This design comes from an exercise in tuning for small area, a short achievable clock period and few clock cycles on the open sky130 flow, not from production work.
At most, simulation tests tie the RTL to the original design; equivalence was not proved.
No functional check of the RTL was part of runs 1 to 4.
Power is estimated from default activity; no workload was simulated.

### config.mk
export PLATFORM = sky130hd
export DESIGN_NAME = bms_codec
export DESIGN_NICKNAME = bms_codec
export VERILOG_FILES = /design/flow/design.v
export SDC_FILE = /design/flow/constraint.sdc
export NUM_CORES = 4
export LEC_CHECK = 0
export CAP_MARGIN = 20
export CORE_MARGIN = 2
export CORE_UTILIZATION = 40
export PLACE_DENSITY = 0.6
export SETUP_SLACK_MARGIN = 5
export SLEW_MARGIN = 20
### constraint.sdc
create_clock -name core_clock -period 9.0 [get_ports {clk}]
set_input_delay 1.8000 -clock core_clock [delete_from_list [all_inputs] [get_ports {clk}]]
set_output_delay 1.8000 -clock core_clock [all_outputs]
set_load 0.01 [all_outputs]
### design.v
module bms_crc15_cmd (
    input  wire [15:0] cmd,
    output reg  [15:0] pec
);
    integer j;
    reg [14:0] r;
    always @* begin
        r = 15'h0010;
        for (j = 15; j >= 0; j = j - 1)
            r = {r[13:0], 1'b0} ^ ((r[14] ^ cmd[j]) ? 15'h4599 : 15'h0000);
        pec = {r, 1'b0};
    end
endmodule
module bms_crc10_byte (
    input  wire [9:0] crc_in,
    input  wire [7:0] data,
    output reg  [9:0] crc_out
);
    integer j;
    always @* begin
        crc_out = crc_in;
        for (j = 7; j >= 0; j = j - 1)
            crc_out = {crc_out[8:0], 1'b0} ^ ((crc_out[9] ^ data[j]) ? 10'h08F : 10'h000);
    end
endmodule
module bms_crc10_ctr (
    input  wire [9:0] crc_in,
    input  wire [5:0] ctr,
    output reg  [9:0] crc_out
);
    integer j;
    always @* begin
        crc_out = crc_in;
        for (j = 5; j >= 0; j = j - 1)
            crc_out = {crc_out[8:0], 1'b0} ^ ((crc_out[9] ^ ctr[j]) ? 10'h08F : 10'h000);
    end
endmodule
module bms_codec (
    input  wire        clk,
    input  wire        rst,
    input  wire        req_valid,
    output wire        req_ready,
    input  wire [31:0] req_desc,
    input  wire [7:0]  req_count,
    input  wire [7:0]  req_counter,
    input  wire        in_valid,
    output wire        in_ready,
    input  wire [7:0]  in_data,
    output wire        out_valid,
    input  wire        out_ready,
    output wire [7:0]  out_data,
    output wire        out_last,
    output wire [2:0]  out_status
);
    localparam MAX_DEVICES = 16;
    localparam [1:0] K_CMD = 2'd0, K_WR = 2'd1, K_RD = 2'd2, K_ILL = 2'd3;
    localparam [2:0] ST_OK  = 3'd0, ST_BRK = 3'd1, ST_POR = 3'd3,
                     ST_CCE = 3'd4, ST_ILL = 3'd7;
    localparam [1:0] R_OK = 2'd0, R_BRK = 2'd1, R_CCE = 2'd2, R_POR = 2'd3;
    localparam [9:0] CRC10_SEED = 10'h010;
    reg         req_ready_q, in_ready_q;
    reg  [4:0]  alloc_q;         
    reg  [4:0]  rdf_q;           
    reg         i_busy, i_done, i_inph;
    reg  [1:0]  i_kind;
    reg         i_port;
    reg  [3:0]  i_n1;            
    reg  [15:0] i_cmd;           
    reg  [1:0]  i_rank;          
    reg         i_hdr;           
    reg  [2:0]  i_col;           
    reg  [3:0]  i_srem;          
    reg  [4:0]  i_row;           
    reg         w_v, w_st, w_rd, w_c0, w_c6, w_c7, w_last;
    reg  [3:0]  w_row;
    reg  [2:0]  w_col;
    reg  [7:0]  w_data;
    reg  [9:0]  rcrc_q;          
    reg         hi_ok_q;         
    reg  [7:0]  exp_lo_q;        
    reg  [1:0]  rank_m_q;        
    reg  [767:0] mem;
    reg         p_v, p_fr, p_cmdk, p_wr, p_rd, p_one;
    reg  [3:0]  p_n1;
    reg  [15:0] p_cmd;
    reg  [2:0]  p_stat;
    reg         c_v, c_fr, c_cmdk, c_wr, c_rd, c_one;
    reg  [3:0]  c_n1;
    reg  [15:0] c_cmd;
    reg  [2:0]  c_stat;
    reg         s_hdr;
    reg  [7:0]  s_coh;           
    reg  [3:0]  s_srem;
    reg         s_ls;            
    reg         f_v, f_pay, f_c0, f_phi, f_plo, f_last;
    reg  [7:0]  f_data;
    reg  [2:0]  f_stat;
    reg  [9:0]  wcrc_q;          
    reg         o_v, o_last;
    reg  [7:0]  o_data;
    reg  [2:0]  o_stat;
    assign req_ready  = req_ready_q;
    assign in_ready   = in_ready_q;
    assign out_valid  = o_v;
    assign out_data   = o_data;
    assign out_last   = o_last;
    assign out_status = o_stat;
    wire req_fire = req_valid & req_ready_q;
    wire in_fire  = in_valid & in_ready_q;
    wire advance  = ~o_v | out_ready;
    wire [3:0]  d_op     = req_desc[19:16];
    wire        d_port   = req_desc[22];
    wire [1:0]  d_cls    = req_desc[21:20];
    wire [15:0] d_cmd    = req_desc[15:0];
    wire        d_rsv0   = (req_desc[31:23] == 9'd0);
    wire        d_cnt_ok = (req_count != 8'd0) && (req_count <= MAX_DEVICES);
    reg  [1:0]  d_kind;
    always @* begin
        d_kind = K_ILL;
        if (d_rsv0 && d_cls == 2'd0) begin
            case (d_op)
                4'hA: if (!d_port && req_count == 8'd0 && req_counter == 8'd0)
                          d_kind = K_CMD;
                4'hB: if (d_cnt_ok && req_counter == 8'd0)
                          d_kind = K_WR;
                4'hC: if (d_cmd == 16'd0 && d_cnt_ok && req_counter <= 8'd63)
                          d_kind = K_RD;
                default: d_kind = K_ILL;
            endcase
        end
    end
    wire        d_hasin   = (d_kind == K_WR) || (d_kind == K_RD);
    wire [4:0]  d_row0    = d_port ? alloc_q : (alloc_q + req_count[4:0] - 5'd1);
    wire [4:0]  free_rows = rdf_q + 5'd16 - alloc_q;
    wire        d_wr_ok   = d_port ? (free_rows != 5'd0) : (req_count[4:0] <= free_rows);
    wire        i_wr      = (i_kind == K_WR);
    wire        pos_store = i_wr | (~i_hdr & (i_col < 3'd6));
    wire        pos_c0    = ~i_hdr & (i_col == 3'd0);
    wire        pos_send  = ~i_hdr & (i_col == (i_wr ? 3'd5 : 3'd7));
    wire        pos_last  = pos_send & (i_srem == 4'd0);
    wire        pos_hend  = i_hdr & (i_col == 3'd3);
    wire [4:0]  row_nxt   = i_row + 5'd1;
    wire [4:0]  cur_df    = i_row - rdf_q;
    wire [4:0]  nxt_df    = row_nxt - rdf_q;
    wire        chk_cur   = ~cur_df[4];
    wire        chk_nxt   = ~nxt_df[4] | ~i_port;
    wire [9:0] rcrc_byte, rcrc_fold;
    bms_crc10_byte u_rcrc (.crc_in(w_c0 ? CRC10_SEED : rcrc_q), .data(w_data),
                           .crc_out(rcrc_byte));
    bms_crc10_ctr  u_rfold (.crc_in(rcrc_q), .ctr(w_data[7:2]), .crc_out(rcrc_fold));
    wire [1:0] rank_m = (w_data[7:2] == i_cmd[5:0]) ? R_OK :
                        (w_data[7:2] == 6'd0)       ? R_POR : R_CCE;
    wire       pec_ok    = hi_ok_q & (exp_lo_q == w_data);
    wire [1:0] rank_slot = pec_ok ? rank_m_q : R_BRK;
    wire [1:0] rank_new  = (rank_slot > i_rank) ? rank_slot : i_rank;
    wire       w_done   = w_v & w_last;
    wire       w_rdok   = ~w_rd | (rank_new == R_OK);
    wire       push_w   = w_done & ~p_v;
    wire       push_i   = i_done & ~p_v;
    wire       push     = push_w | push_i;
    reg  [2:0] rank_st;
    always @* begin
        case (i_rank)
            R_OK:    rank_st = ST_OK;
            R_BRK:   rank_st = ST_BRK;
            R_CCE:   rank_st = ST_CCE;
            default: rank_st = ST_POR;
        endcase
    end
    genvar gr, gc;
    generate
        for (gr = 0; gr < 16; gr = gr + 1) begin : g_row
            for (gc = 0; gc < 6; gc = gc + 1) begin : g_col
                always @(posedge clk)
                    if (w_v && w_st && w_row == gr && w_col == gc)
                        mem[(gr*6+gc)*8 +: 8] <= w_data;
            end
        end
    endgenerate
    wire [3:0]   rs = rdf_q[3:0];
    reg  [127:0] cb;             
    integer k, b;
    always @* begin
        for (k = 0; k < 16; k = k + 1) begin
            cb[k*8 +: 8] = 8'h00;
            for (b = 0; b < 6; b = b + 1)
                cb[k*8 +: 8] = cb[k*8 +: 8] | (mem[(k*6+b)*8 +: 8] & {8{s_coh[b]}});
        end
    end
    wire [63:0] m1;
    wire [31:0] m2;
    wire [15:0] m3;
    generate
        for (gr = 0; gr < 8; gr = gr + 1) begin : g_m1
            assign m1[gr*8 +: 8] = rs[0] ? cb[(2*gr+1)*8 +: 8] : cb[(2*gr)*8 +: 8];
        end
        for (gr = 0; gr < 4; gr = gr + 1) begin : g_m2
            assign m2[gr*8 +: 8] = rs[1] ? m1[(2*gr+1)*8 +: 8] : m1[(2*gr)*8 +: 8];
        end
        for (gr = 0; gr < 2; gr = gr + 1) begin : g_m3
            assign m3[gr*8 +: 8] = rs[2] ? m2[(2*gr+1)*8 +: 8] : m2[(2*gr)*8 +: 8];
        end
    endgenerate
    wire [7:0] rbyte = rs[3] ? m3[15:8] : m3[7:0];
    wire [15:0] pec15w;
    bms_crc15_cmd u_crc15 (.cmd(c_cmd), .pec(pec15w));
    wire [7:0] hbyte = (c_cmd[15:8]   & {8{s_coh[0]}}) |
                       (c_cmd[7:0]    & {8{s_coh[1]}}) |
                       (pec15w[15:8]  & {8{s_coh[2]}}) |
                       (pec15w[7:0]   & {8{s_coh[3]}});
    wire s_send  = c_wr ? s_coh[7] : s_coh[5];
    wire s_last  = c_one | (s_hdr ? (c_cmdk & s_coh[3]) : (s_send & s_ls));
    wire iss     = advance & c_v;
    wire c_end   = iss & s_last;
    wire pop     = p_v & (~c_v | c_end);
    wire s_rowrd = ~s_hdr & ~c_one & s_coh[5];
    wire [7:0] sbyte = s_hdr ? hbyte : c_one ? 8'h00 : rbyte;
    wire [9:0] wcrc_byte, wcrc_fold;
    bms_crc10_byte u_wcrc (.crc_in(f_c0 ? CRC10_SEED : wcrc_q), .data(f_data),
                           .crc_out(wcrc_byte));
    bms_crc10_ctr  u_wfold (.crc_in(wcrc_q), .ctr(6'd0), .crc_out(wcrc_fold));
    always @(posedge clk) begin
        if (rst) begin
            req_ready_q <= 1'b1;
            in_ready_q  <= 1'b0;
            alloc_q     <= 5'd0;
            rdf_q       <= 5'd0;
            i_busy      <= 1'b0;
            i_done      <= 1'b0;
            i_inph      <= 1'b0;
            w_v         <= 1'b0;
            p_v         <= 1'b0;
            c_v         <= 1'b0;
            f_v         <= 1'b0;
            o_v         <= 1'b0;
        end else begin
            w_v <= in_fire;
            if (req_fire) begin
                i_busy <= 1'b1;
                i_done <= ~d_hasin;
                i_inph <= d_hasin;
                if (d_hasin)
                    alloc_q <= alloc_q + req_count[4:0];
            end else begin
                if (push)
                    i_busy <= 1'b0;
                if (push_i)
                    i_done <= 1'b0;
                else if (w_done && p_v)
                    i_done <= 1'b1;
                if (in_fire && pos_last)
                    i_inph <= 1'b0;
            end
            if (req_fire)
                req_ready_q <= ~d_hasin & ~p_v & ~push;
            else if (i_busy)
                req_ready_q <= push | (in_fire & pos_last & ~p_v);
            else
                req_ready_q <= 1'b1;
            if (req_fire)
                in_ready_q <= (d_kind == K_RD) | ((d_kind == K_WR) & d_wr_ok);
            else if (i_inph) begin
                if (in_fire)
                    in_ready_q <= ~pos_last & (pos_hend ? chk_cur : pos_send ? chk_nxt : 1'b1);
                else
                    in_ready_q <= (pos_c0 & pos_store) ? chk_cur : 1'b1;
            end else
                in_ready_q <= 1'b0;
            if (push)
                p_v <= 1'b1;
            else if (pop)
                p_v <= 1'b0;
            if (pop)
                c_v <= 1'b1;
            else if (c_end)
                c_v <= 1'b0;
            if (iss && s_rowrd)
                rdf_q <= rdf_q + 5'd1;
            else if (iss && c_one && c_fr)
                rdf_q <= rdf_q + {1'b0, c_n1} + 5'd1;
            if (advance) begin
                f_v <= iss;
                o_v <= f_v;
            end
        end
        w_data <= in_data;
        w_st   <= pos_store;
        w_rd   <= (i_kind == K_RD) & ~i_hdr;
        w_c0   <= (i_col == 3'd0);
        w_c6   <= (i_col == 3'd6);
        w_c7   <= (i_col == 3'd7);
        w_last <= pos_last;
        w_row  <= i_row[3:0];
        w_col  <= i_col;
        if (req_fire) begin
            i_kind <= d_kind;
            i_port <= d_port;
            i_n1   <= req_count[3:0] - 4'd1;
            i_cmd  <= d_cmd | {10'd0, req_counter[5:0]};    
            i_rank <= R_OK;
            i_hdr  <= (d_kind == K_RD);
            i_col  <= 3'd0;
            i_srem <= req_count[3:0] - 4'd1;
            i_row  <= d_row0;
        end else begin
            if (in_fire) begin
                if (i_hdr) begin
                    if (i_col == 3'd3) begin
                        i_hdr <= 1'b0;
                        i_col <= 3'd0;
                    end else
                        i_col <= i_col + 3'd1;
                end else if (pos_send) begin
                    i_col  <= 3'd0;
                    i_srem <= i_srem - 4'd1;
                    i_row  <= i_port ? row_nxt : (i_row - 5'd1);
                end else
                    i_col <= i_col + 3'd1;
            end
            if (w_v && w_rd && w_c7)
                i_rank <= rank_new;
        end
        if (w_v && w_rd) begin
            if (w_c6) begin
                hi_ok_q  <= (rcrc_fold[9:8] == w_data[1:0]);
                exp_lo_q <= rcrc_fold[7:0];
                rank_m_q <= rank_m;
            end else if (!w_c7)
                rcrc_q <= rcrc_byte;
        end
        if (push) begin
            p_n1   <= i_n1;
            p_cmd  <= i_cmd;
            p_cmdk <= (i_kind == K_CMD);
            p_wr   <= (i_kind == K_WR);
            p_rd   <= (i_kind == K_RD) & (push_w ? w_rdok : (i_rank == R_OK));
            p_one  <= (i_kind == K_ILL) | ((i_kind == K_RD) & ~(push_w ? w_rdok : (i_rank == R_OK)));
            p_fr   <= (i_kind == K_RD) & ~(push_w ? w_rdok : (i_rank == R_OK));
            p_stat <= (i_kind == K_ILL) ? ST_ILL : push_w ? ST_OK : rank_st;
            if (push_w && w_rd) begin
                case (rank_new)
                    R_OK:    p_stat <= ST_OK;
                    R_BRK:   p_stat <= ST_BRK;
                    R_CCE:   p_stat <= ST_CCE;
                    default: p_stat <= ST_POR;
                endcase
            end
        end
        if (pop) begin
            c_n1   <= p_n1;
            c_cmd  <= p_cmd;
            c_stat <= p_stat;
            c_fr   <= p_fr;
            c_cmdk <= p_cmdk;
            c_wr   <= p_wr;
            c_rd   <= p_rd;
            c_one  <= p_one;
            s_hdr  <= p_cmdk | p_wr;
            s_coh  <= 8'b0000_0001;
            s_srem <= p_n1;
            s_ls   <= (p_n1 == 4'd0);
        end else if (iss) begin
            if (s_hdr) begin
                if (s_coh[3]) begin
                    s_hdr <= 1'b0;
                    s_coh <= 8'b0000_0001;
                end else
                    s_coh <= {s_coh[6:0], 1'b0};
            end else if (s_send) begin
                s_coh  <= 8'b0000_0001;
                s_srem <= s_srem - 4'd1;
                s_ls   <= (s_srem == 4'd1);
            end else
                s_coh <= {s_coh[6:0], 1'b0};
        end
        if (advance) begin
            f_data <= sbyte;
            f_pay  <= c_wr & ~s_hdr & ~s_coh[6] & ~s_coh[7];
            f_c0   <= s_coh[0];
            f_phi  <= c_wr & ~s_hdr & s_coh[6];
            f_plo  <= c_wr & ~s_hdr & s_coh[7];
            f_last <= s_last;
            f_stat <= (c_one & s_last) ? c_stat : ST_OK;
            if (f_v && f_pay)
                wcrc_q <= wcrc_byte;
            else if (f_v && f_phi)
                wcrc_q <= wcrc_fold;
            o_data <= f_phi ? {6'd0, wcrc_fold[9:8]} : f_plo ? wcrc_q[7:0] : f_data;
            o_last <= f_last;
            o_stat <= f_stat;
        end
    end
endmodule
### run.sh
#!/bin/bash
# synth_recipe.tcl (not shown) runs the flow's synth.tcl, then flattens the netlist and writes it again
# the make line also repeats each setting of config.mk as NAME=value (left out here)
make -C /OpenROAD-flow-scripts/flow DESIGN_CONFIG=/design/flow/config.mk WORK_HOME=/design/flow/orfs CLKGATE_MAP_FILE= SYNTH_SCRIPT=/design/flow/synth_recipe.tcl finish
==> impl_results.md, run 1 <==
* Outcome: complete, no violations
* Crit path arrival time at 4350 ps
* CTS Buffer Depth at 3
* Pin count of the biggest net entering global routing at 85
* Sequential power share at 0.490
* Reg2Reg Launch Point: rdf_q[0]$_SDFFE_PP0P_
* Clk pin slew, worst setup/hold paths at 70 ps
* Drt wl/cell at 24.2 um
* Register-to-Register Path Depth at 8
* DRC viols at 0
* DP HPWL at 58.9 mm
* R2R Path End: f_data[7]$_DFFE_PP_
* Standard-cell rows at 114
* Most frequent CP cell: nor3_1
* Worst Path Required at 9500 ps
* Most common cell in the netlist: edfxtp_1
* Grt total ovfl at 0
* Synthesized area at 39000 um2
* Die H at 316 um
* Cell taking the most area after synthesis: edfxtp_1
* Final setup fails at 0
* Switching Fraction at 0.243
* Syn nets at 2692
* Setup TNS at 0 ps
* Number of port buffers at 75
* Pwr dens at 237 nW/um2
* Routed Antenna Nets at 0
* Tot GR Track Use at 0.191
* Delay-heaviest family, CP: simple AND/OR/NAND/NOR gates
* Post-synth cell types at 60
* CTS tree: yes
* Synthesized area per cell at 15.1 um2
* Clock power frac at 0.398
* Worst clock skew at 22.0 ps
* Synthesized flop and latch total at 974
* Critical Path, Cell by Cell: clkdlybuf4s50_1, or4_1, nor2_2, nand3_1, nor3_1, nor3_1, nor2_1, o2111a_1, buf_4, inv_1, ha_1, a311oi_1, a211oi_1
* Pre-CTS setup slack at 4170 ps
* Design Power at 10600 uW
* I/O Pins at 76
* Die area at 100000 um2
* Cts bufs inserted at 98
* Max Cap Viol at 0
* Number of nets in the layout at 2752
* Max-slew headroom at 0.331
* Sink Count at 974
* HP Start: p_fr$_DFFE_PP_
* Initial DRC count at 2713
* Starting Density at 0.404
* Max VDD drop at 139 uV
* Worst R2R Setup Slack at 5350 ps
* DR vias at 23030
* Area Growth Syn to Fin at 14.1%
* Period minus WS final at 3850 ps
* DR vias/cell at 5.76
* Startpoint type of the worst setup path: input port
* Final wirelength at 96.6 mm
* Achievable clock frequency at 0.260 GHz
* Register area share after synthesis at 0.735
* Synth top area share at 0.708
* Worst hold path class: reg2reg
* Comb power frac at 0.111
* Final Slew Violations at 0
* Yosys warning count at 4
* GP Congestion at 0.855
* Synth cell count leaders: edfxtp_1, nor2_1, xnor2_1, a22oi_1, a21oi_1
* Placeable Area at 96700 um2
* Die X at 316 um
* Worst path max stage delay at 550 ps
* WP buf/inv at 3
* Ys async rst share at 0
* # diodes at 0
* Net Sw Power at 2560 uW
* H-tree depth at 3
* Final hold vios at 0
* Ys flop type: edfxtp_1
* WS Path Type: in2reg
* Antenna violations before repair at 1
* Crit-path max FO at 2
* Hold path endpoint: c_fr$_DFFE_PP_
* Clk Latency, worst-skew pair at 670 ps
* Initial DRT Pass Iterations at 6
* Worst-margin pin slew at 1000 ps
* Global-route wire length before repair at 144 mm
* Internal Power at 8000 uW
* Root buf cell: clkbuf_16
* Min setup slack post-route at 5150 ps
* Share of layout cells above drive strength 1 at 0.0881
* Synth Instances at 2581
* Critical-path top delay cell: or4_1
* EDFF count, synth at 920
* Dominant cells by area after synthesis: edfxtp_1, xnor2_1, a222oi_1, dfxtp_1, a22oi_1
* Unrepaired setup endpoints after global routing: false
* Fin crit share at 0.427
* Crit end category: register
* Number of global-route vias before repair at 23028
* Leakage Power at 0.0140 uW
* Worst Hold Path Cells at 0
timing repair:
item / in CTS / in global routing
resized for setup: 2 / 7
cloned: 0 / 0
hold buffers: 0 / 0
hold endpoints to repair: 0 / 0
pin swaps: 0 / 5
buffers inserted: 0 / 2
setup endpoints to repair: 3 / 8
worst register-to-register path: stages, from the launching register on:
cell and delay (ps):
dfxtp_4 740, buf_4 810, a21oi_1 130, nand3_1 180, and3_1 220, a31oi_1 140, a2111oi_0 930, nor3_1 190
nor2_1 160
cell families after synthesis:
group	after synthesis	synth area share
adders and majority gates	50	0.0166
muxes	24	0.00849
and+or+nand+nor	610	0.0732
buffers and inverters	201	0.0195
xor gates and xnor gates	222	0.0528
AOI/OAI and AO/OA	500	0.0940
DFF	974	0.735
cell type report:
type / count / area (um2)
clock inverter: 77 / 856
clock buffer: 106 / 2500
timing repair buffer: 113 / 1040
fill: 8339 / 52200
sequential: 974 / 28800
inverter: 48 / 180
tap: 1276 / 1600
multi-input combinational: 1406 / 9620
layout by cell type (no fill, tap or decap), drive strengths merged, types with 6 or more instances in the layout:
cell / n
ha: 47
clkinvlp: 11
or2: 7
clkdlybuf4s50: 73
mux4: 7
o21ai: 30
a21o: 8
nand2: 139
clkinv: 47
dfxtp: 54
nor2: 194
and2: 6
inv: 51
mux2i: 14
xnor2: 158
buf: 38
nor4: 11
bufinv: 16
o21a: 7
xor2: 57
a222oi: 128
nand4: 66
nand2b: 7
a211oi: 9
a21oi: 141
edfxtp: 920
and3: 13
nor3: 19
a221oi: 9
nand3: 109
nor2b: 14
clkbuf: 106
a22oi: 143
a31oi: 6
per-layer routing:
layer  GRT usage  vias to the layer above  wire [um]  share of wire
li1            -                    10259          -              -
met1       0.261                    11620      39700           0.41
met2       0.313                     1000      47100           0.49
met3      0.0299                      149       7180          0.074
met4      0.0629                        2       2610          0.027
met5           0                        -         12        0.00012
worst max-delay path by stage:
stage	startpoint	to	slack [ps]	cells past startpoint
floorplan	req_counter[0]	alloc_q[4]$_SDFFE_PP0P_	5010	12
global placement	req_counter[0]	alloc_q[4]$_SDFFE_PP0P_	4180	13
detailed placement	req_count[1]	alloc_q[4]$_SDFFE_PP0P_	4170	13
CTS	out_ready	rdf_q[4]$_SDFFE_PP0P_	4990	9
global route	req_counter[6]	in_ready_q$_SDFF_PP0_	5020	13
finish	req_counter[6]	in_ready_q$_SDFF_PP0_	5150	13
through the flow:
stage	util	cells	hold WS [ps]	cell area (um2)
after global routing	0.461	4000	418	44600
final	0.461	4000	416	44600
after global placement	0.425	3815	402	41100
after floorplan	-	2581	368	39000
after CTS	0.460	3998	411	44500
after detailed placement	0.425	3815	405	41100
flip-flops by register name (all words and copies together) (netlist names), 5 cells and up:
register and flops:
mem 768, c_cmd 16, i_cmd 16, p_cmd 16, rcrc_q 10, wcrc_q 10
exp_lo_q 8, f_data 8, o_data 8, s_coh 8, w_data 8, alloc_q 5
i_row 5, rdf_q 5
power groups by stage:
| stage | sequential (uW) | combinational (uW) | clock, uW |
|---|---|---|---|
| detailed placement | 5280 | 1170 | 0 |
| global route | 5190 | 1270 | 4470 |
| finish | 5180 | 1180 | 4210 |
| floorplan | 5200 | 825 | 0 |
| CTS | 5180 | 1180 | 4290 |
| global placement | 5270 | 1150 | 0 |
==> inputs of run 2 (changes only) <==
==> flow/run.sh (new file) <==
#!/bin/bash
# Standard layout, with timing repair aiming at a setup slack of MARGIN ns.
set -euo pipefail
MARGIN=6
sed "s/\"\\\${@:-finish}\"/SETUP_SLACK_MARGIN=$MARGIN &/" standard.sh > standard_margin.sh
grep -q "SETUP_SLACK_MARGIN=$MARGIN" standard_margin.sh
bash standard_margin.sh > make_finish.log 2>&1
==> standard.sh (new file) <==
#!/bin/bash
# synth_recipe.tcl (not shown) runs the flow's synth.tcl, then flattens the netlist and writes it again
# the make line also repeats each setting of config.mk as NAME=value (left out here)
make -C /OpenROAD-flow-scripts/flow DESIGN_CONFIG=/design/flow/config.mk WORK_HOME=/design/flow/orfs CLKGATE_MAP_FILE= SYNTH_SCRIPT=/design/flow/synth_recipe.tcl "${@:-finish}"
--- a/config.mk
+++ b/config.mk
@@ -11,3 +11,2 @@
 export PLACE_DENSITY = 0.6
-export SETUP_SLACK_MARGIN = 5
 export SLEW_MARGIN = 20
removed: run.sh
==> impl_results.md, run 2 <==
* Standard-cell rows at 114 (unchanged)
* Root buf cell: clkbuf_16 (unchanged)
* Routed Antenna Nets at 0 (unchanged)
* Final setup fails at 0 (unchanged)
* CTS tree: yes (unchanged)
* Crit-path max FO at 5 (was 2)
* DP HPWL at 58.5 mm (was 58.9 mm)
* Achievable clock frequency at 0.297 GHz (was 0.260 GHz)
* Worst Hold Path Cells at 0 (unchanged)
* Synthesized area at 39000 um2 (unchanged)
* Reg2Reg Launch Point: rdf_q[2]$_SDFFE_PP0P_ (was rdf_q[0]$_SDFFE_PP0P_)
* Antenna violations before repair at 1 (unchanged)
* Switching Fraction at 0.246 (was 0.243)
* Crit path arrival time at 3860 ps (was 4350 ps)
* HP Start: i_cmd[12]$_DFFE_PP_ (was p_fr$_DFFE_PP_)
* Net Sw Power at 2550 uW (was 2560 uW)
* Worst hold path class: reg2reg (unchanged)
* Hold path endpoint: p_cmd[12]$_DFFE_PP_ (was c_fr$_DFFE_PP_)
* Startpoint type of the worst setup path: input port (unchanged)
* Final wirelength at 100 mm (was 96.6 mm)
* Worst clock skew at 30.3 ps (was 22.0 ps)
* Die X at 316 um (unchanged)
* Crit end category: register (unchanged)
* Fin crit share at 0.375 (was 0.427)
* Placed inst area at 41300 um2 (was 41100 um2)
* Setup TNS at 0 ps (unchanged)
* Pre-CTS setup slack at 4360 ps (was 4170 ps)
* Unrepaired setup endpoints after global routing: true (was false)
* Ys flop type: edfxtp_1 (unchanged)
* Pwr dens at 229 nW/um2 (was 237 nW/um2)
* Grt total ovfl at 0 (unchanged)
* DRC viols at 0 (unchanged)
* Cell taking the most area after synthesis: edfxtp_1 (unchanged)
* Outcome: complete, no violations (unchanged)
* Synth top area share at 0.708 (unchanged)
* DR vias/cell at 5.74 (was 5.76)
* Cell area after layout at 45200 um2 (was 44600 um2)
* Max VDD drop at 170 uV (was 139 uV)
* Initial DRC count at 2632 (was 2713)
* I/O Pins at 76 (unchanged)
* Register-to-Register Path Depth at 12 (was 8)
* Max-slew headroom at 0.310 (was 0.331)
* Comb power frac at 0.121 (was 0.111)
* GP Congestion at 0.871 (was 0.855)
* Most frequent cells in the layout: edfxtp_1, nor2_1, xnor2_1 (unchanged)
* Number of global-route vias before repair at 23060 (was 23028)
* H-tree depth at 3 (unchanged)
* DR vias at 23226 (was 23030)
* Number of nets in the layout at 2794 (was 2752)
* Synthesized area per cell at 15.1 um2 (unchanged)
* Register area share after synthesis at 0.735 (unchanged)
* Max Cap Viol at 0 (unchanged)
* Final Slew Violations at 0 (unchanged)
* Cts bufs inserted at 98 (unchanged)
* Area Growth Syn to Fin at 15.8% (was 14.1%)
* EDFF count, synth at 920 (unchanged)
* WS Path Type: in2reg (unchanged)
* Starting Density at 0.404 (unchanged)
* Ys async rst share at 0 (unchanged)
* Pin count of the biggest net entering global routing at 91 (was 85)
* Worst Path Required at 9490 ps (was 9500 ps)
* Largest register by flop count: mem (unchanged)
* Synth Instances at 2581 (unchanged)
* Number of port buffers at 75 (unchanged)
* Max reg flops at 768 (unchanged)
* Most common cell in the netlist: edfxtp_1 (unchanged)
* Sink Count at 974 (unchanged)
* Post-synth cell types at 60 (unchanged)
* CTS Buffer Depth at 3 (unchanged)
* Placeable Area at 96700 um2 (unchanged)
* Worst-margin pin slew at 1030 ps (was 1000 ps)
* Sequential power share at 0.497 (was 0.490)
* Synthesized flop and latch total at 974 (unchanged)
* Period minus WS final at 3370 ps (was 3850 ps)
* Commonest non-fill, non-tap cell in the layout: edfxtp_1 (unchanged)
* Min setup slack post-route at 5630 ps (was 5150 ps)
* Die area at 100000 um2 (unchanged)
* Clk Latency, worst-skew pair at 660 ps (was 670 ps)
* Clock power frac at 0.382 (was 0.398)
* Final hold vios at 0 (unchanged)
* WHS at 417 ps (was 416 ps)
* Worst R2R Setup Slack at 5790 ps (was 5350 ps)
* R2R Path End: in_ready_q$_SDFF_PP0_ (was f_data[7]$_DFFE_PP_)
* Internal Power at 7820 uW (was 8000 uW)
* Synth cell count leaders: edfxtp_1, nor2_1, xnor2_1, a22oi_1, a21oi_1 (unchanged)
* Clk pin slew, worst setup/hold paths at 60 ps (was 70 ps)
* Initial DRT Pass Iterations at 8 (was 6)
* Global-route wire length before repair at 146 mm (was 144 mm)
* Syn nets at 2692 (unchanged)
* Leakage Power at 0.0142 uW (was 0.0140 uW)
* Yosys warning count at 4 (unchanged)
* Drt wl/cell at 24.7 um (was 24.2 um)
* Die H at 316 um (unchanged)
* Fillers at 8284 (was 8339)
* Share of layout cells above drive strength 1 at 0.128 (was 0.0881)
* Tot GR Track Use at 0.195 (was 0.191)
* Dominant cells by area after synthesis: edfxtp_1, xnor2_1, a222oi_1, dfxtp_1, a22oi_1 (unchanged)
-- run 2: cell counts after synthesis --
No cell type changed its count.
-- run 2: repair_timing --
item | CTS | global route
setup endpoints to repair | 131 | 84
buffers inserted | 14 | 28
hold buffers | 0 | 0
gates resized for setup | 153 | 66
gates cloned | 2 | 0
pin swaps | 22 | 31
-- run 2: worst max-delay path, stage by stage --
cell and delay, ps:
buf_6 90, or4_4 540, nor2_4 130, nand3_2 80, nor3_2 150, nor3_2 60, nor2_2 110, o2111a_2 260
ha_4 230, nor2_4 130, nand2_1 80, xor2_1 130, nor2_1 60
-- run 2: final cells by class --
type	instances	area, um2	area share
Sequential cell	974	28800	0.637
Tap cell	1276	1600	0.0353
Inverter	48	189	0.00418
Multi-Input combinational cell	1406	9970	0.221
Clock inverter	49	472	0.0104
Timing Repair inverter	1	5.00	0.000111
Timing Repair Buffer	154	1530	0.0338
Clock buffer	135	2650	0.0587
Antenna cell	1	2.50	0.0000554
-- run 2: worst max path at each step --
stage,to,from,slack [ps]
floorplan,alloc_q[4]$_SDFFE_PP0P_,req_counter[0],5200
global placement,alloc_q[4]$_SDFFE_PP0P_,req_count[0],4340
detailed placement,alloc_q[4]$_SDFFE_PP0P_,req_count[0],4360
CTS,alloc_q[4]$_SDFFE_PP0P_,req_counter[4],5590
global route,alloc_q[4]$_SDFFE_PP0P_,req_counter[3],5510
finish,alloc_q[4]$_SDFFE_PP0P_,req_counter[3],5630
-- run 2: cell families after synthesis --
group                    Yosys count  share of synthesized area
AND/OR/NAND/NOR                  610                     0.0732
buffers and inverters            201                     0.0195
AO/OA/AOI/OAI                    500                     0.0940
XOR/XNOR                         222                     0.0528
multiplexers                      24                    0.00849
adder cells (fa/ha/maj)           50                     0.0166
flip-flops                       974                      0.735
-- run 2: stage by stage --
stage	utilization	cells	total power, uW
2_1_floorplan	-	2581	6020
3_3_place_gp	0.427	3815	6420
3_5_place_dp	0.427	3815	6440
4_1_cts	0.462	4015	10400
5_1_grt	0.467	4043	10700
6_report	0.467	4044	10400
-- run 2: power groups by stage --
stage	sequential [uW]	clock, uW	combinational, uW
floorplan	5190	0	830
CTS	5150	4030	1220
detailed placement	5260	0	1180
finish	5150	3960	1260
global placement	5260	0	1160
global route	5150	4210	1350
-- run 2: per-layer routing --
layer | global-route usage | routed length, um
met3 | 0.0297 | 7230
met5 | 0 | 0
met4 | 0.0625 | 2620
met1 | 0.266 | 41300
met2 | 0.321 | 48800
==> inputs of run 3 (changes only) <==
--- a/design.v
+++ b/design.v
@@ -63,3 +63,3 @@
     reg  [4:0]  rdf_q;           
-    reg         i_busy, i_done, i_inph;
+    reg         i_busy, i_done, i_inph, i_new;
     reg  [1:0]  i_kind;
@@ -94,9 +94,6 @@
     reg         s_ls;            
-    reg         f_v, f_pay, f_c0, f_phi, f_plo, f_last;
-    reg  [7:0]  f_data;
-    reg  [2:0]  f_stat;
-    reg  [9:0]  wcrc_q;          
-    reg         o_v, o_last;
+    reg         o_v, o_last, o_pay, o_c0, o_c5;
     reg  [7:0]  o_data;
     reg  [2:0]  o_stat;
+    reg  [9:0]  wcrc_q;
     assign req_ready  = req_ready_q;
@@ -217,6 +214,8 @@
     wire [7:0] sbyte = s_hdr ? hbyte : c_one ? 8'h00 : rbyte;
-    wire [9:0] wcrc_byte, wcrc_fold;
-    bms_crc10_byte u_wcrc (.crc_in(f_c0 ? CRC10_SEED : wcrc_q), .data(f_data),
+    wire [9:0] wcrc_byte, wcrc_full;
+    bms_crc10_byte u_wcrc (.crc_in(o_c0 ? CRC10_SEED : wcrc_q), .data(o_data),
                            .crc_out(wcrc_byte));
-    bms_crc10_ctr  u_wfold (.crc_in(wcrc_q), .ctr(6'd0), .crc_out(wcrc_fold));
+    bms_crc10_ctr  u_wfold (.crc_in(wcrc_byte), .ctr(6'd0), .crc_out(wcrc_full));
+    wire s_phi = c_wr & ~s_hdr & s_coh[6];
+    wire s_plo = c_wr & ~s_hdr & s_coh[7];
     always @(posedge clk) begin
@@ -230,2 +229,3 @@
             i_inph      <= 1'b0;
+            i_new       <= 1'b0;
             w_v         <= 1'b0;
@@ -233,3 +233,2 @@
             c_v         <= 1'b0;
-            f_v         <= 1'b0;
             o_v         <= 1'b0;
@@ -241,4 +240,2 @@
                 i_inph <= d_hasin;
-                if (d_hasin)
-                    alloc_q <= alloc_q + req_count[4:0];
             end else begin
@@ -268,2 +265,5 @@
                 in_ready_q <= 1'b0;
+            i_new <= req_fire;
+            if (i_new && i_inph)
+                alloc_q <= alloc_q + {1'b0, i_n1} + 5'd1;
             if (push)
@@ -280,6 +280,4 @@
                 rdf_q <= rdf_q + {1'b0, c_n1} + 5'd1;
-            if (advance) begin
-                f_v <= iss;
-                o_v <= f_v;
-            end
+            if (advance)
+                o_v <= iss;
         end
@@ -376,16 +374,10 @@
         if (advance) begin
-            f_data <= sbyte;
-            f_pay  <= c_wr & ~s_hdr & ~s_coh[6] & ~s_coh[7];
-            f_c0   <= s_coh[0];
-            f_phi  <= c_wr & ~s_hdr & s_coh[6];
-            f_plo  <= c_wr & ~s_hdr & s_coh[7];
-            f_last <= s_last;
-            f_stat <= (c_one & s_last) ? c_stat : ST_OK;
-            if (f_v && f_pay)
-                wcrc_q <= wcrc_byte;
-            else if (f_v && f_phi)
-                wcrc_q <= wcrc_fold;
-            o_data <= f_phi ? {6'd0, wcrc_fold[9:8]} : f_plo ? wcrc_q[7:0] : f_data;
-            o_last <= f_last;
-            o_stat <= f_stat;
+            o_data <= s_phi ? {6'd0, wcrc_full[9:8]} : s_plo ? wcrc_q[7:0] : sbyte;
+            o_pay  <= c_wr & ~s_hdr & ~s_coh[6] & ~s_coh[7];
+            o_c0   <= s_coh[0];
+            o_c5   <= s_coh[5];
+            o_last <= s_last;
+            o_stat <= (c_one & s_last) ? c_stat : ST_OK;
+            if (o_v && o_pay)
+                wcrc_q <= o_c5 ? wcrc_full : wcrc_byte;
         end
==> impl_results.md, run 3 <==
* Design Power at 11200 uW (was 10400 uW)
* Worst R2R Setup Slack at 5820 ps (was 5790 ps)
* Most common cell in the netlist: edfxtp_1 (unchanged)
* Leakage Power at 0.0146 uW (was 0.0142 uW)
* CP Launch Point: req_count[1] (was req_counter[3])
* Compound-Gate Fraction of Synth Area at 0.0971 (was 0.0940)
* Worst-margin pin slew at 1070 ps (was 1030 ps)
* Dominant cells by area after synthesis: edfxtp_1, xnor2_1, a222oi_1, dfxtp_1, a22oi_1 (unchanged)
* Synth Instances at 2550 (was 2581)
* Max reg flops at 768 (unchanged)
* GP Congestion at 0.811 (was 0.871)
* Synth Area in Adders at 0.0191 (was 0.0166)
* Synthesized area per cell at 15.2 um2 (was 15.1 um2)
* Syn nets at 2668 (was 2692)
* Worst clock skew at 30.5 ps (was 30.3 ps)
* Max-slew headroom at 0.283 (was 0.310)
* Register-to-Register Path Depth at 11 (was 12)
* Number of global-route vias before repair at 23564 (was 23060)
* Startpoint type of the worst setup path: input port (unchanged)
* Number of nets in the layout at 2812 (was 2794)
* Cell taking the most area after synthesis: edfxtp_1 (unchanged)
* EDFF count, synth at 907 (was 920)
* Clk pin slew, worst setup/hold paths at 60 ps (about the same)
* Placeable Area at 96400 um2 (was 96700 um2)
* HP Start: p_one$_DFFE_PP_ (was i_cmd[12]$_DFFE_PP_)
* Ys flop type: edfxtp_1 (unchanged)
* Setup TNS at 0 ps (unchanged)
* Pwr dens at 245 nW/um2 (was 229 nW/um2)
* R2R Path End: in_ready_q$_SDFF_PP0_ (unchanged)
* Drt wl/cell at 27.1 um (was 24.7 um)
* Synth cell count leaders: edfxtp_1, nor2_1, xnor2_1, a22oi_1, a222oi_1 (was edfxtp_1, nor2_1, xnor2_1, a22oi_1, a21oi_1)
* Sink Count at 961 (was 974)
* Worst Path Required at 9500 ps (was 9490 ps)
* Crit-path max FO at 3 (was 5)
* CTS tree: yes (unchanged)
* DP HPWL at 57.1 mm (was 58.5 mm)
* CP endpoint: i_done$_SDFFE_PP0P_ (was alloc_q[4]$_SDFFE_PP0P_)
* Largest family of logic cells by synthesized area: compound AO/OA/AOI/OAI gates (unchanged)
* Mux share of post-synthesis cell area at 0.00341 (was 0.00849)
* Initial DRT Pass Iterations at 7 (was 8)
* Initial DRC count at 3114 (was 2632)
* Synth top area share at 0.701 (was 0.708)
* Largest register by flop count: mem (unchanged)
* Achievable clock frequency at 0.304 GHz (was 0.297 GHz)
* CTS Buffer Depth at 3 (unchanged)
* Routed Antenna Nets at 0 (unchanged)
* Share of layout cells above drive strength 1 at 0.141 (was 0.128)
* I/O Pins at 76 (unchanged)
* Crit path arrival time at 3800 ps (was 3860 ps)
* Global-route wire length before repair at 157 mm (was 146 mm)
* Post-synth cell types at 72 (was 60)
* Register area share after synthesis at 0.729 (was 0.735)
* Final Slew Violations at 0 (unchanged)
* Cts bufs inserted at 98 (unchanged)
* Synth Area in Simple Gates at 0.0727 (was 0.0732)
* Pin count of the biggest net entering global routing at 99 (was 91)
* Synthesized area at 38900 um2 (was 39000 um2)
* Starting Density at 0.403 (was 0.404)
* Root buf cell: clkbuf_16 (unchanged)
* Synthesized flop and latch total at 961 (was 974)
* Tot GR Track Use at 0.215 (was 0.195)
* Yosys warning count at 4 (unchanged)
* # diodes at 0 (was 1)
* WS Path Type: in2reg (unchanged)
* Crit end category: register (unchanged)
* Final wirelength at 110 mm (was 100 mm)
* Worst hold path class: reg2reg (unchanged)
* Clk Latency, worst-skew pair at 670 ps (was 660 ps)
* XOR/XNOR share of the synthesized area at 0.0587 (was 0.0528)
* Grt total ovfl at 0 (unchanged)
* H-tree depth at 3 (unchanged)
* DR vias at 23859 (was 23226)
* Die area at 99600 um2 (was 100000 um2)
* Unrepaired setup endpoints after global routing: true (unchanged)
* Max Cap Viol at 0 (unchanged)
* Max VDD drop at 210 uV (was 170 uV)
* Antenna violations before repair at 3 (was 1)
* Ys async rst share at 0 (unchanged)
* Most frequent cells in the layout: edfxtp_1, nor2_1, xnor2_1 (unchanged)
* Final setup fails at 0 (unchanged)
* Reg2Reg Launch Point: rdf_q[1]$_SDFFE_PP0P_ (was rdf_q[2]$_SDFFE_PP0P_)
* Die H at 316 um (about the same)
* Fin crit share at 0.366 (was 0.375)
* Standard-cell rows at 114 (unchanged)
* Commonest non-fill, non-tap cell in the layout: edfxtp_1 (unchanged)
* Area Growth Syn to Fin at 17.4% (was 15.8%)
* Number of port buffers at 75 (unchanged)
* Die X at 316 um (about the same)
* Period minus WS final at 3290 ps (was 3370 ps)
* DRC viols at 0 (unchanged)
* DR vias/cell at 5.89 (was 5.74)
* Final hold vios at 0 (unchanged)
* Outcome: complete, no violations (unchanged)
* Fillers at 8250 (was 8284)
-- run 3: cell types whose count changed after synthesis, sizes merged, moves of 9 or more --
cell / previous run / this run
xor2: 57 / 48
nand3: 109 / 99
inv: 47 / 58
nor2: 194 / 174
nand2: 139 / 124
a31oi: 6 / 21
clkbuf: 135 / 95
a21oi: 141 / 109
edfxtp: 920 / 907
a311oi: 3 / 13
buf: 18 / 49
and3: 13 / 28
-- run 3: power breakdown --
part | internal [uW] | switching [uW]
logic | 944 | 1210
registers | 4990 | 84.4
clock network | 2240 | 1700
total | 8180 | 3000
-- run 3: through the flow --
step / hold WS, ps / util / instances / setup slack (ps) / cell area (um2)
global route: 427 / 0.473 / 4052 / 5610 / 45600
floorplan: 368 / - / 2550 / 5380 / 39000
detailed placement: 405 / 0.426 / 3787 / 4560 / 41100
CTS: 420 / 0.467 / 4010 / 5670 / 45000
finish: 418 / 0.473 / 4052 / 5710 / 45600
global placement: 410 / 0.426 / 3786 / 4590 / 41100
-- run 3: how the worst min path moves through the flow --
stage | end | cells past startpoint
global route | c_one$_DFFE_PP_ | 0
CTS | c_one$_DFFE_PP_ | 0
floorplan | w_col[0]$_DFF_P_ | 0
detailed placement | c_one$_DFFE_PP_ | 0
global placement | p_cmd[14]$_DFFE_PP_ | 0
finish | c_one$_DFFE_PP_ | 0
-- run 3: routing by layer --
layer  track usage  wire length [um]
met1         0.290             43100
met2         0.357             53200
met3        0.0352             10500
met4        0.0687              3100
met5             0                 0
-- run 3: logic make-up (layout without fill, tap and decap cells) --
| kind of cell | count (synthesis) | count (layout) |
|---|---|---|
| DFF | 961 | 961 |
| and+or+nand+nor | 588 | 588 |
| AOI/OAI and AO/OA | 505 | 505 |
| xor gates and xnor gates | 224 | 224 |
| buffers and inverters | 203 | 429 |
| adders and majority gates | 57 | 57 |
| muxes | 12 | 12 |
-- run 3: critical path, stage by stage --
cell and delay [ps]:
buf_2 200, inv_12 40, ha_1 180, and3_4 200
xnor2_2 180, nand2_1 110, nor4_2 290, o2111a_2 260
buf_6 110, ha_4 200, buf_4 130, nand2_2 50
a21oi_2 50
-- run 3: final cells by class --
type | count | area, um2 | share of cell area
clock buffers | 119 | 2540 | 0.0557
inverters | 59 | 255 | 0.00560
flip-flops and latches | 961 | 28400 | 0.622
multi-input cells | 1386 | 10100 | 0.222
clock inverters | 63 | 551 | 0.0121
well taps | 1276 | 1600 | 0.0350
repair buffers | 188 | 2140 | 0.0469
-- run 3: timing repair --
action | 4_1_cts | 5_1_grt
buffers inserted | 32 | 40
gates resized for setup | 169 | 46
hold buffers | 0 | 0
cloned | 9 | 2
endpoints found under the setup margin | 115 | 51
pin swaps | 24 | 28
==> inputs of run 4 (changes only) <==
--- a/flow/run.sh
+++ b/flow/run.sh
@@ -3,3 +3,3 @@
 set -euo pipefail
-MARGIN=6
+MARGIN=7
 sed "s/\"\\\${@:-finish}\"/SETUP_SLACK_MARGIN=$MARGIN &/" standard.sh > standard_margin.sh
==> impl_results.md, run 4 <==
* Outcome: complete, no violations (unchanged)
* Min setup slack post-route at 5770 ps (was 5710 ps)
* Clk pin slew, worst setup/hold paths at 60 ps (about the same)
* Worst hold path class: reg2reg (unchanged)
* Max-slew headroom at 0.251 (was 0.283)
* Initial DRC count at 3805 (was 3114)
* Fillers at 7661 (was 8250)
* Pin count of the biggest net entering global routing at 102 (was 99)
* Worst-margin pin slew at 1120 ps (was 1070 ps)
* Unrepaired setup endpoints after global routing: true (unchanged)
* Final wirelength at 121 mm (was 110 mm)
* Area of the multi-input gates at 12300 um2 (was 10100 um2)
* CP Launch Point: req_counter[0] (was req_count[1])
* Die H at 316 um (unchanged)
* Post-synth cell types at 72 (unchanged)
* Net Sw Power at 3460 uW (was 3000 uW)
* Setup TNS at 0 ps (unchanged)
* CTS Buffer Depth at 3 (unchanged)
* Comb power frac at 0.260 (was 0.193)
* Tot GR Track Use at 0.234 (was 0.215)
* Achievable clock frequency at 0.309 GHz (was 0.304 GHz)
* Final Slew Violations at 0 (unchanged)
* Routed Antenna Nets at 0 (unchanged)
* DR vias at 25252 (was 23859)
* Leakage Power at 0.0165 uW (was 0.0146 uW)
* Global-route wire length before repair at 169 mm (was 157 mm)
* Synthesized area at 38900 um2 (unchanged)
* Number of nets in the layout at 2996 (was 2812)
* Cell taking the most area after synthesis: edfxtp_1 (unchanged)
* Ys flop type: edfxtp_1 (unchanged)
* Most frequent cells in the layout: edfxtp_1, buf_4, a222oi_1, a22oi_1, clkbuf_16 (was edfxtp_1, nor2_1, xnor2_1)
* Delay-heaviest family, CP: simple AND/OR/NAND/NOR gates (unchanged)
* Cts bufs inserted at 99 (was 98)
* Register area share after synthesis at 0.729 (unchanged)
* Crit. path cell count at 12 (was 13)
* Startpoint type of the worst setup path: input port (unchanged)
* Critical-path top delay cell: or4_4 (was nor4_2)
* Sink Count at 961 (unchanged)
* Largest family of logic cells by synthesized area: compound AO/OA/AOI/OAI gates (unchanged)
* Switching Fraction at 0.275 (was 0.268)
* Synthesized flop and latch total at 961 (unchanged)
* H-tree depth at 3 (unchanged)
* DP HPWL at 57.4 mm (was 57.1 mm)
* Synth top area share at 0.701 (unchanged)
* Drt wl/cell at 28.6 um (was 27.1 um)
* EDFF count, synth at 907 (unchanged)
* Fin crit share at 0.359 (was 0.366)
* Synthesized area per cell at 15.2 um2 (unchanged)
* Placed insts at 3784 (was 3787)
* Die X at 316 um (unchanged)
* Largest register by flop count: mem (unchanged)
* # diodes at 0 (unchanged)
* Reg2Reg Launch Point: rdf_q[1]$_SDFFE_PP0P_ (unchanged)
* Most frequent CP cell: buf_6
* Root buf cell: clkbuf_16 (unchanged)
* Worst path max stage delay at 540 ps (was 290 ps)
* Clk Latency, worst-skew pair at 680 ps (was 670 ps)
* Crit end category: register (unchanged)
* Antenna violations before repair at 3 (unchanged)
* Critical Path, Cell by Cell: buf_6, or4_4, nor2_4, nand3_2, nor3_4, nor3_2, nor2_2, o2111a_2, buf_6, ha_4, a31oi_1, o21ai_1 (was buf_2, inv_12, ha_1, and3_4, xnor2_2, nand2_1, nor4_2, o2111a_2, buf_6, ha_4, buf_4, nand2_2, a21oi_2)
* Mux share of post-synthesis cell area at 0.00341 (unchanged)
* Clock power frac at 0.336 (was 0.353)
* Worst Hold Path Cells at 0 (unchanged)
* Synth Area in Simple Gates at 0.0727 (unchanged)
* Worst Path Required at 9540 ps (was 9500 ps)
* Commonest non-fill, non-tap cell in the layout: edfxtp_1 (unchanged)
* WS Path Type: in2reg (unchanged)
* Most common cell in the netlist: edfxtp_1 (unchanged)
* Placeable Area at 96400 um2 (unchanged)
* Pwr dens at 248 nW/um2 (was 245 nW/um2)
* Synth Instances at 2550 (unchanged)
* Synth Area in Adders at 0.0191 (unchanged)
* Initial DRT Pass Iterations at 8 (was 7)
* Max Cap Viol at 0 (unchanged)
* DRC viols at 0 (unchanged)
* Crit-path max FO at 3 (unchanged)
* Number of port buffers at 75 (unchanged)
* Pre-CTS setup slack at 4600 ps (was 4560 ps)
* Final hold vios at 0 (unchanged)
* I/O Pins at 76 (unchanged)
* Sequential power share at 0.404 (was 0.454)
* Share of layout cells above drive strength 1 at 0.293 (was 0.141)
* CTS tree: yes (unchanged)
* Max VDD drop at 257 uV (was 210 uV)
* Final setup fails at 0 (unchanged)
* Area Growth Syn to Fin at 30.2% (was 17.4%)
* Die area at 99600 um2 (unchanged)
* Synth cell count leaders: edfxtp_1, nor2_1, xnor2_1, a22oi_1, a222oi_1 (unchanged)
* HP Start: i_cmd[13]$_DFFE_PP_ (was p_one$_DFFE_PP_)
* GP Congestion at 0.787 (was 0.811)
* Compound-Gate Fraction of Synth Area at 0.0971 (unchanged)
* Yosys warning count at 4 (unchanged)
* Period minus WS final at 3230 ps (was 3290 ps)
* DR vias/cell at 5.96 (was 5.89)
* Standard-cell rows at 114 (unchanged)
* Max reg flops at 768 (unchanged)
* Internal Power at 9110 uW (was 8180 uW)
* Grt total ovfl at 0 (unchanged)
* Crit path arrival time at 3780 ps (was 3800 ps)
* Register-to-Register Path Depth at 13 (was 11)
* Dominant cells by area after synthesis: edfxtp_1, xnor2_1, a222oi_1, dfxtp_1, a22oi_1 (unchanged)
* Non-Filler Instances at 4238 (was 4052)
* XOR/XNOR share of the synthesized area at 0.0587 (unchanged)
* WP buf/inv at 2 (was 4)
* Worst clock skew at 41.6 ps (was 30.5 ps)
* Number of global-route vias before repair at 24531 (was 23564)
* Ys async rst share at 0 (unchanged)
* Sequential cell area at 28400 um2 (about the same)
* Starting Density at 0.403 (unchanged)
* Syn nets at 2668 (unchanged)
* WHS at 414 ps (was 418 ps)
-- run 4: power groups by stage --
stage	Clock, uW	Combinational [uW]	Sequential, uW
after detailed placement	0	2060	5230
after global routing	4430	3440	5080
final	4220	3270	5080
after floorplan	0	1620	5160
after CTS	4250	2900	5080
after global placement	0	2030	5230
-- run 4: stage by stage --
| step | instance area, um2 | power [uW] | util |
|---|---|---|---|
| after floorplan | 39600 | 6770 | - |
| after global placement | 41500 | 7260 | 0.431 |
| after detailed placement | 41500 | 7290 | 0.431 |
| after CTS | 49000 | 12200 | 0.509 |
| after global routing | 50600 | 13000 | 0.525 |
| final | 50600 | 12600 | 0.525 |
-- run 4: path summary, 6_finish.rpt --
check	endpoint	slack (ps)
setup / recovery	req_ready_q$_SDFF_PP1_	5770
hold reg to reg	p_cmd[13]$_DFFE_PP_	410
setup reg to reg	in_ready_q$_SDFF_PP0_	5840
hold / removal	p_cmd[13]$_DFFE_PP_	410
-- run 4: timing repair --
action                                  CTS  global route
buffers inserted                        176            63
hold endpoints to repair                  0             0
pin swaps                               140           109
hold buffers                              0             0
gates cloned                             22             8
resized for setup                       551           156
endpoints found under the setup margin  976           777
-- run 4: layout make-up --
class / count / share of cell area
Tap cell: 1276 / 0.0316
Sequential cell: 961 / 0.561
Clock inverter: 63 / 0.0146
Timing Repair inverter: 5 / 0.00121
Clock buffer: 122 / 0.0519
Inverter: 59 / 0.00589
Timing Repair Buffer: 366 / 0.0896
Multi-Input combinational cell: 1386 / 0.244
-- run 4: kinds of logic (layout without fill, tap and decap cells) --
family                   after synthesis  in the layout
AO/OA/AOI/OAI                        505            505
XOR/XNOR                             224            224
adder cells (fa/ha/maj)               57             57
buffers and inverters                203            615
flip-flops                           961            961
multiplexers                          12             12
AND/OR/NAND/NOR                      588            588
-- run 4: routing by layer --
layer / routed length, um / vias up / global-route usage / part of all wire
met3: 12300 / 259 / 0.0390 / 0.10
met5: 0 / - / 0 / 0
met4: 4280 / 0 / 0.0740 / 0.035
met1: 45500 / 12733 / 0.316 / 0.38
li1: - / 10768 / - / -
met2: 59200 / 1492 / 0.390 / 0.49
==> inputs of run 5 (changes only) <==
--- a/design.v
+++ b/design.v
@@ -64,3 +64,3 @@
     reg         i_busy, i_done, i_inph, i_new;
-    reg  [1:0]  i_kind;
+    reg         i_legal, i_opb, i_opc;    
     reg         i_port;
@@ -128,3 +128,4 @@
     end
-    wire        d_hasin   = (d_kind == K_WR) || (d_kind == K_RD);
+    wire        d_opb     = (d_op == 4'hB);
+    wire        d_opc     = (d_op == 4'hC);
     wire [4:0]  d_row0    = d_port ? alloc_q : (alloc_q + req_count[4:0] - 5'd1);
@@ -132,3 +133,6 @@
     wire        d_wr_ok   = d_port ? (free_rows != 5'd0) : (req_count[4:0] <= free_rows);
-    wire        i_wr      = (i_kind == K_WR);
+    wire [1:0]  i_kind    = ~i_legal ? K_ILL : i_opb ? K_WR : i_opc ? K_RD : K_CMD;
+    wire        i_hasin   = i_legal & (i_opb | i_opc);
+    wire        n_noin    = i_new & ~i_hasin;    
+    wire        i_wr      = i_opb;
     wire        pos_store = i_wr | (~i_hdr & (i_col < 3'd6));
@@ -155,3 +159,3 @@
     wire       push_w   = w_done & ~p_v;
-    wire       push_i   = i_done & ~p_v;
+    wire       push_i   = (i_done | n_noin) & ~p_v;
     wire       push     = push_w | push_i;
@@ -238,4 +242,4 @@
                 i_busy <= 1'b1;
-                i_done <= ~d_hasin;
-                i_inph <= d_hasin;
+                i_done <= 1'b0;
+                i_inph <= d_opb | d_opc;
             end else begin
@@ -243,7 +247,4 @@
                     i_busy <= 1'b0;
-                if (push_i)
-                    i_done <= 1'b0;
-                else if (w_done && p_v)
-                    i_done <= 1'b1;
-                if (in_fire && pos_last)
+                i_done <= (i_done | n_noin | w_done) & p_v;
+                if ((in_fire && pos_last) || n_noin)
                     i_inph <= 1'b0;
@@ -251,3 +252,3 @@
             if (req_fire)
-                req_ready_q <= ~d_hasin & ~p_v & ~push;
+                req_ready_q <= 1'b0;
             else if (i_busy)
@@ -257,4 +258,4 @@
             if (req_fire)
-                in_ready_q <= (d_kind == K_RD) | ((d_kind == K_WR) & d_wr_ok);
-            else if (i_inph) begin
+                in_ready_q <= d_opc | (d_opb & d_wr_ok);
+            else if (i_inph && !n_noin) begin
                 if (in_fire)
@@ -266,3 +267,3 @@
             i_new <= req_fire;
-            if (i_new && i_inph)
+            if (i_new && i_hasin)
                 alloc_q <= alloc_q + {1'b0, i_n1} + 5'd1;
@@ -285,3 +286,3 @@
         w_st   <= pos_store;
-        w_rd   <= (i_kind == K_RD) & ~i_hdr;
+        w_rd   <= i_opc & ~i_hdr;
         w_c0   <= (i_col == 3'd0);
@@ -293,3 +294,5 @@
         if (req_fire) begin
-            i_kind <= d_kind;
+            i_legal <= (d_kind != K_ILL);
+            i_opb   <= d_opb;
+            i_opc   <= d_opc;
             i_port <= d_port;
@@ -298,3 +301,3 @@
             i_rank <= R_OK;
-            i_hdr  <= (d_kind == K_RD);
+            i_hdr  <= d_opc;
             i_col  <= 3'd0;
==> impl_results.md, run 5 <==
* CTS Buffer Depth at 3 (unchanged)
* I/O Pins at 76 (unchanged)
* Worst-margin pin slew at 1050 ps (was 1120 ps)
* H-tree depth at 3 (unchanged)
* Initial DRT Pass Iterations at 9 (was 8)
* Register area share after synthesis at 0.729 (about the same)
* Pwr dens at 238 nW/um2 (was 248 nW/um2)
* Worst path max stage delay at 410 ps (was 540 ps)
* Cell area after layout at 50500 um2 (was 50600 um2)
* DRC viols at 0 (unchanged)
* Synthesized flop and latch total at 962 (was 961)
* Dominant cells by area after synthesis: edfxtp_1, a222oi_1, xnor2_1, dfxtp_1, a22oi_1 (was edfxtp_1, xnor2_1, a222oi_1, dfxtp_1, a22oi_1)
* Die H at 316 um (about the same)
* Cell taking the most area after synthesis: edfxtp_1 (unchanged)
* Unrepaired setup endpoints after global routing: true (unchanged)
* Initial DRC count at 3717 (was 3805)
* Die area at 99700 um2 (was 99600 um2)
* CTS tree: yes (unchanged)
* Most frequent cells in the layout: edfxtp_1, buf_4, a222oi_1 (was edfxtp_1, buf_4, a222oi_1, a22oi_1, clkbuf_16)
* Comb power frac at 0.262 (was 0.260)
* Fin crit share at 0.335 (was 0.359)
* Worst hold path class: reg2reg (unchanged)
* Fillers at 7599 (was 7661)
* Final hold vios at 0 (unchanged)
* Clk Latency, worst-skew pair at 660 ps (was 680 ps)
* Placed inst area at 41500 um2 (about the same)
* Most common cell in the netlist: edfxtp_1 (unchanged)
* Synth top area share at 0.701 (about the same)
* DR vias at 25232 (was 25252)
* Achievable clock frequency at 0.331 GHz (was 0.309 GHz)
* Sink Count at 962 (was 961)
* GP Congestion at 0.810 (was 0.787)
* Sequential power share at 0.422 (was 0.404)
* Max-slew headroom at 0.302 (was 0.251)
* Routed Antenna Nets at 0 (unchanged)
* Final setup fails at 0 (unchanged)
* Ys async rst share at 0 (unchanged)
* Tot GR Track Use at 0.232 (was 0.234)
* Starting Density at 0.403 (about the same)
* Ys flop type: edfxtp_1 (unchanged)
* Number of port buffers at 75 (unchanged)
* Post-Route Utilization at 0.523 (was 0.525)
* Syn nets at 2648 (was 2668)
* Startpoint type of the worst setup path: register (was input port)
* Area Growth Syn to Fin at 30.0% (was 30.2%)
* Number of nets in the layout at 2994 (was 2996)
* Reg2Reg Launch Point: s_coh[0]$_SDFFE_PP1P_ (was rdf_q[1]$_SDFFE_PP0P_)
* Switching Fraction at 0.276 (was 0.275)
* DR vias/cell at 5.96 (about the same)
* WS Path Type: reg2out (was in2reg)
* Worst clock skew at 34.0 ps (was 41.6 ps)
* DP HPWL at 58.9 mm (was 57.4 mm)
* Internal Power at 8700 uW (was 9110 uW)
* Die X at 316 um (about the same)
* WP buf/inv at 1 (was 2)
* Yosys warning count at 4 (unchanged)
* Commonest non-fill, non-tap cell in the layout: edfxtp_1 (unchanged)
* Grt total ovfl at 0 (unchanged)
* HP Start: i_col[0]$_SDFFE_PP0P_ (was i_cmd[13]$_DFFE_PP_)
* Synthesized area at 38900 um2 (about the same)
* Worst Path Required at 7200 ps (was 9540 ps)
* Max Cap Viol at 0 (unchanged)
* Critical Path, Cell by Cell: buf_2 (was buf_6, or4_4, nor2_4, nand3_2, nor3_4, nor3_2, nor2_2, o2111a_2, buf_6, ha_4, a31oi_1, o21ai_1)
* Pin count of the biggest net entering global routing at 94 (was 102)
* Final Slew Violations at 0 (unchanged)
* Synthesized area per cell at 15.4 um2 (was 15.2 um2)
* Max reg flops at 768 (unchanged)
* Area of the multi-input gates at 12300 um2 (about the same)
* Outcome: complete, no violations (unchanged)
* Clk pin slew, worst setup/hold paths at 60 ps (about the same)
* Net Sw Power at 3310 uW (was 3460 uW)
* Root buf cell: clkbuf_16 (unchanged)
* Setup TNS at 0 ps (unchanged)
* Crit path arrival time at 1220 ps (was 3780 ps)
* Sequential cell area at 28400 um2 (about the same)
* Hold buffer count at CTS at 0 (unchanged)
* Cts bufs inserted at 96 (was 99)
* Standard-cell rows at 114 (unchanged)
* Synth cell count leaders: edfxtp_1, nor2_1, xnor2_1, a22oi_1, a222oi_1 (unchanged)
* Global-route wire length before repair at 169 mm (about the same)
* Max VDD drop at 331 uV (was 257 uV)
* Crit end category: output port (was register)
* Leakage Power at 0.0164 uW (was 0.0165 uW)
* Final wirelength at 120 mm (was 121 mm)
* Post-synth cell types at 69 (was 72)
* Delay-heaviest family, CP: flip-flops (was simple AND/OR/NAND/NOR gates)
* Clock power frac at 0.316 (was 0.336)
* CP Launch Point: o_data[7]$_SDFFCE_PP0P_ (was req_counter[0])
* EDFF count, synth at 908 (was 907)
* Number of global-route vias before repair at 24683 (was 24531)
* Crit-path max FO at 2 (was 3)
* Synth Instances at 2532 (was 2550)
* Share of layout cells above drive strength 1 at 0.309 (was 0.293)
* Drt wl/cell at 28.3 um (was 28.6 um)
* Critical-path top delay cell: edfxtp_1 (was or4_4)
* Placeable Area at 96600 um2 (was 96400 um2)
* Period minus WS final at 3020 ps (was 3230 ps)
* Largest register by flop count: mem (unchanged)
* Antenna violations before repair at 4 (was 3)
-- run 5: cell types whose count changed after synthesis, sizes merged, moves of 5 or more --
cell	before	now
clkbuf	95	102
xnor2	160	152
nor3	16	11
nand4	72	81
buf	49	43
nand3	99	108
a31oi	21	13
nand2	124	115
o21ai	38	48
-- run 5: kinds of logic (layout without fill, tap and decap cells) --
group                      after synthesis  count (layout)  share of synthesized area
DFF                                    962             962                      0.729
and+or+nand+nor                        585             589                     0.0728
AOI/OAI and AO/OA                      499             499                     0.0957
xor gates and xnor gates               218             218                     0.0596
buffers and inverters                  201             619                     0.0211
adders and majority gates               55              55                     0.0185
muxes                                   12              12                    0.00312
other                                    0               1                          0
-- run 5: path summary, 6_finish.rpt --
path	end	slack, ps	cells after the start
max	out_data[7]	5980	1
min	w_col[0]$_DFF_P_	390	0
max reg2reg	o_data[0]$_DFFE_PP_	6130	10
min reg2reg	w_col[0]$_DFF_P_	390	0
-- run 5: area by class of cell --
cell class / instances / area share
antenna: 1 / 0.0000495
clock buffer: 113 / 0.0488
multi-input combinational: 1373 / 0.244
clock inverter: 61 / 0.00939
inverter: 56 / 0.00579
tap: 1276 / 0.0316
timing repair buffer: 383 / 0.0962
sequential: 962 / 0.563
timing repair inverter: 6 / 0.00173
-- run 5: metal layers --
| layer | vias to the layer above | part of all wire | wire length, um | GRT usage |
|---|---|---|---|---|
| met5 | - | 0.00027 | 32 | 0 |
| met4 | 4 | 0.039 | 4690 | 0.0855 |
| met3 | 254 | 0.093 | 11200 | 0.0353 |
| met2 | 1366 | 0.48 | 58000 | 0.380 |
| met1 | 12855 | 0.38 | 45900 | 0.315 |
| li1 | 10753 | - | - | - |
-- run 5: timing repair --
item,CTS,global route
pin swaps,172,137
endpoints found under the setup margin,1008,630
cloned,32,7
gates resized for setup,613,179
buffers inserted,171,79
-- run 5: through the flow --
step	worst slack [ps]	hold slack, ps	power, uW	std cells
after global placement	4770	366	7270	3767
after floorplan	5710	355	6800	2532
after global routing	5930	403	12400	4230
after CTS	5910	393	11600	4144
after detailed placement	4760	380	7300	3767
final	5980	391	12000	4231
-- run 5: power groups by stage --
stage          logic, uW  registers (uW)  clock network [uW]
2_1_floorplan       1650            5150                   0
3_3_place_gp        2050            5220                   0
3_5_place_dp        2080            5220                   0
4_1_cts             2660            5070                3840
5_1_grt             3330            5070                4010
6_report            3150            5070                3800
Testbench counts of run 5, summed over its fixed seeds: cycles 68,260.

==> separate check: timing with driven ports <==
The flow's constraints put no driver on any port. The routed layouts listed below were extracted and timed again, unchanged, in two steps.
Step 1: set_driving_cell puts a clkbuf_16 on clk and a buf_2 on each other input, an assumption about the parent block.
Step 2 adds t to the input delays and takes it off the output delays; t is the mean of the earliest and latest rising clock arrival at the registers after step 1. Input paths then give back, and output paths get back, about the clock's delay inside the block.
Slacks: no drivers / after step 1 / after step 2; pairs: no drivers / after step 1.
run | shift t [ns] | setup WS [ns] | clock arrival spread, ns | slew at the worst register clock pin (ns) | worst slew at a driven data input, ns
run 1 | 0.722 | 5.153 / 5.199 / 4.477 | 0.033 / 0.033 | 0.07 / 0.07 | 0.08
run 2 | 0.711 | 5.628 / 5.643 / 4.932 | 0.034 / 0.034 | 0.07 / 0.07 | 0.06
run 3 | 0.724 | 5.706 / 5.741 / 5.018 | 0.035 / 0.035 | 0.06 / 0.06 | 0.12
run 4 | 0.728 | 5.765 / 5.803 / 5.075 | 0.047 / 0.048 | 0.07 / 0.07 | 0.11
run 5 | 0.714 | 5.983 / 5.917 / 5.530 | 0.035 / 0.035 | 0.06 / 0.06 | 0.09
After both steps every run listed still meets setup and hold. The setup slack of run 2, which loses most, moves by +0.015 ns with the drivers and by -0.696 ns with both steps.
